Source: an optimization exercise on an open RTL-to-GDS flow (aim: a short achievable clock period and few clock cycles). Production flows keep margins and buffers that such runs may drop.
RTL that was checked went through simulation tests only; none was proved equivalent to the original.
No activity file was given, so power comes from the tool's default toggle rates.

job 2514:
==> flow/design.v (excerpt) <==
module tx_drain #(
    parameter [31:0] DESC_MEM_BASE = 32'h4A10_2000,
    parameter [31:0] DESC_MEM_SIZE = 32'h0000_8000,
    parameter integer WALK_LIMIT   = 1024
) (
    input  wire        clk,
    input  wire        rst,
    input  wire        start,
    input  wire [31:0] head,
    output wire        ready,
    output reg         mem_req,
    output reg         mem_we,
    output reg  [31:0] mem_addr,
    output reg  [31:0] mem_wdata,
    input  wire        mem_gnt,
    input  wire [31:0] mem_rdata,
    output reg         tx_valid,
    output reg  [7:0]  tx_data,
    input  wire        tx_ready,
    output reg         done,
    output reg  [1:0]  status,
    output reg  [31:0] cp
);
==> flow/config.mk <==
export PLATFORM = sky130hd
export DESIGN_NAME = tx_drain
export DESIGN_NICKNAME = tx_drain
export VERILOG_FILES = /design/flow/design.v
export SDC_FILE = /design/flow/constraint.sdc
export NUM_CORES = 4
export LEC_CHECK = 0
export ABC_CLOCK_PERIOD_IN_PS = 2400
export CAP_MARGIN = 20
export CORE_MARGIN = 2
export CORE_UTILIZATION = 50
export GPL_ROUTABILITY_DRIVEN = 0
export PLACE_DENSITY = 0.65
export SETUP_SLACK_MARGIN = 4.6
export SLEW_MARGIN = 20
export TNS_END_PERCENT = 100
==> flow/constraint.sdc <==
create_clock -name core_clock -period 7.0 [get_ports {clk}]
set_input_delay 1.4000 -clock core_clock [delete_from_list [all_inputs] [get_ports {clk}]]
set_output_delay 1.4000 -clock core_clock [all_outputs]
set_load 0.01 [all_outputs]
run.sh (not shown) runs the stock make flow with config.mk's settings and CLKGATE_MAP_FILE= SYNTH_SCRIPT=/design/flow/synth_recipe.tcl, a recipe that flattens the netlist after the stock synthesis.
Job 2514 completed end to end with timing, DRC and antenna clean.
Testbench counts of job 2514, summed over its fixed seeds: cycles 223,742.
For job 6719, these inputs were changed with respect to job 2514:
Settings: PLACE_DENSITY changed from 0.65 to 0.7; CORE_UTILIZATION changed from 50 to 60; GPL_ROUTABILITY_DRIVEN removed (was 0).
==> summary.txt <==
Utilization after layout (higher): job 6719. Job 2514 and job 6719 ended up with nearly the same footprint of the flip-flops and latches. Job 2514 -> job 6719: clock transition at the register clock pins on the worst setup and hold paths after CTS flat. From job 2514 to job 6719 the numbers moved as follows: proportion of final cell area spent on non-clock buffers -0.34 points, length of the first detailed-routing pass in iterations shows an increase of 2. Between job 2514 and job 6719, the flow reports pin count of the biggest net entering global routing decreasing by more than 10%. Going from job 2514 to job 6719, routed metal-1 wirelength went down; register-to-register slack went down. Looking at sequential share of layout area, job 6719 sits above job 2514. Compared with job 2514, job 6719 ends up with a smaller final cell area.
Inputs modified between job 6719 and job 2629:
Settings: CORE_UTILIZATION: 60 -> 40; PLACE_DENSITY: 0.7 -> 0.6.
==> summary.txt <==
As far as number of endpoints with negative hold slack in the final report goes, job 2629 and job 6719 are indistinguishable; the numbers are identical.
Sort job 6719 and job 2629 by global-route track usage on met3, ascending, and job 2629 comes first.
Post-layout total power: job 2629 higher than job 6719
The total non-filler cell area in the finished layout of job 2629 was inferior to that of job 6719.
Summary: worst setup slack, job 2629 better than job 6719

== the reference run ==
Another version of the RTL of tx_drain (not shown whole).
Size in the first run: about 770 flip-flops, about 180 I/O pins.
// tx_drain
module tx_drain #(
    parameter [31:0] DESC_MEM_BASE = 32'h4A10_2000,
    parameter [31:0] DESC_MEM_SIZE = 32'h0000_8000,
    parameter integer WALK_LIMIT   = 1024
) (
    input  wire        clk,
    input  wire        rst,
    input  wire        start,
    input  wire [31:0] head,
    output wire        ready,
    output reg         mem_req,
    output reg         mem_we,
    output reg  [31:0] mem_addr,
    output reg  [31:0] mem_wdata,
    input  wire        mem_gnt,
    input  wire [31:0] mem_rdata,
    output reg         tx_valid,
    output reg  [7:0]  tx_data,
    input  wire        tx_ready,
    output reg         done,
    output reg  [1:0]  status,
    output reg  [31:0] cp
);
Settings: LEC_CHECK=0, CAP_MARGIN=20, CORE_MARGIN=2, CORE_UTILIZATION=40, PLACE_DENSITY=0.6, SLEW_MARGIN=20; clock period 7.0 ns.
The inputs of the trial run differ from those of the reference run as listed below.
- an added ABC_CLOCK_PERIOD_IN_PS of 2400
- an added TNS_END_PERCENT of 100
- an added SETUP_SLACK_MARGIN of 4.6
==> comparison <==
The reference run → the trial run: share of power burned in combinational logic +1.5 points, overall via count from detail_route +1618.
Re overall power after layout: the trial run and the reference run aren't equal, and the lower value belongs to the reference run.
Comparing the trial run and the reference run, the lower worst hold slack is on the trial run.
Clock latency on the worst-skew pair delta (the reference run -> the trial run): insignificant
Sort the trial run and the reference run by number of buffers inserted during clock tree synthesis asc -> top: the reference run
Function was not checked in any run of this note: the RTL went through the layout flow alone.

## static timing again, ports no longer ideal
Ports are ideal in the flow. The routed layouts listed here were re-timed in OpenROAD. Step 1 (the two cells are an assumption about what drives the block):
set clk [get_ports {clk}]
set_driving_cell -lib_cell sky130_fd_sc_hd__clkbuf_16 $clk
set_driving_cell -lib_cell sky130_fd_sc_hd__buf_2 [delete_from_list [all_inputs] $clk]
Step 2 also shifts input and output timing later by t, the mid clock arrival at the registers, as if the neighbouring blocks saw the same clock. a / b / c = ideal ports / drivers / drivers and shift; a / b = the first two.
run | t, ns | setup slack, ns | worst hold slack (ns) | clock arrival spread, ns | worst data-port slew with drivers (ns)
job 2514 | 0.651 | 4.479 / 4.458 / 3.964 | 0.380 / 0.380 / 0.380 | 0.030 / 0.030 | 0.05
job 6719 | 0.709 | 4.434 / 4.373 / 3.876 | 0.387 / 0.387 / 0.387 | 0.059 / 0.058 | 0.05
job 2629 | 0.677 | 4.467 / 4.406 / 3.925 | 0.390 / 0.390 / 0.390 | 0.029 / 0.029 | 0.06
the reference run | 0.674 | 2.730 / 2.730 / 2.730 | 0.359 / 0.359 / 0.359 | 0.026 / 0.026 | 0.10
the trial run | 0.678 | 4.297 / 4.240 / 4.131 | 0.352 / 0.352 / 0.352 | 0.041 / 0.041 | 0.10
After both steps every run listed still meets setup and hold. The setup slack of job 6719, which loses most, moves by -0.061 ns with the drivers and by -0.558 ns with both steps.
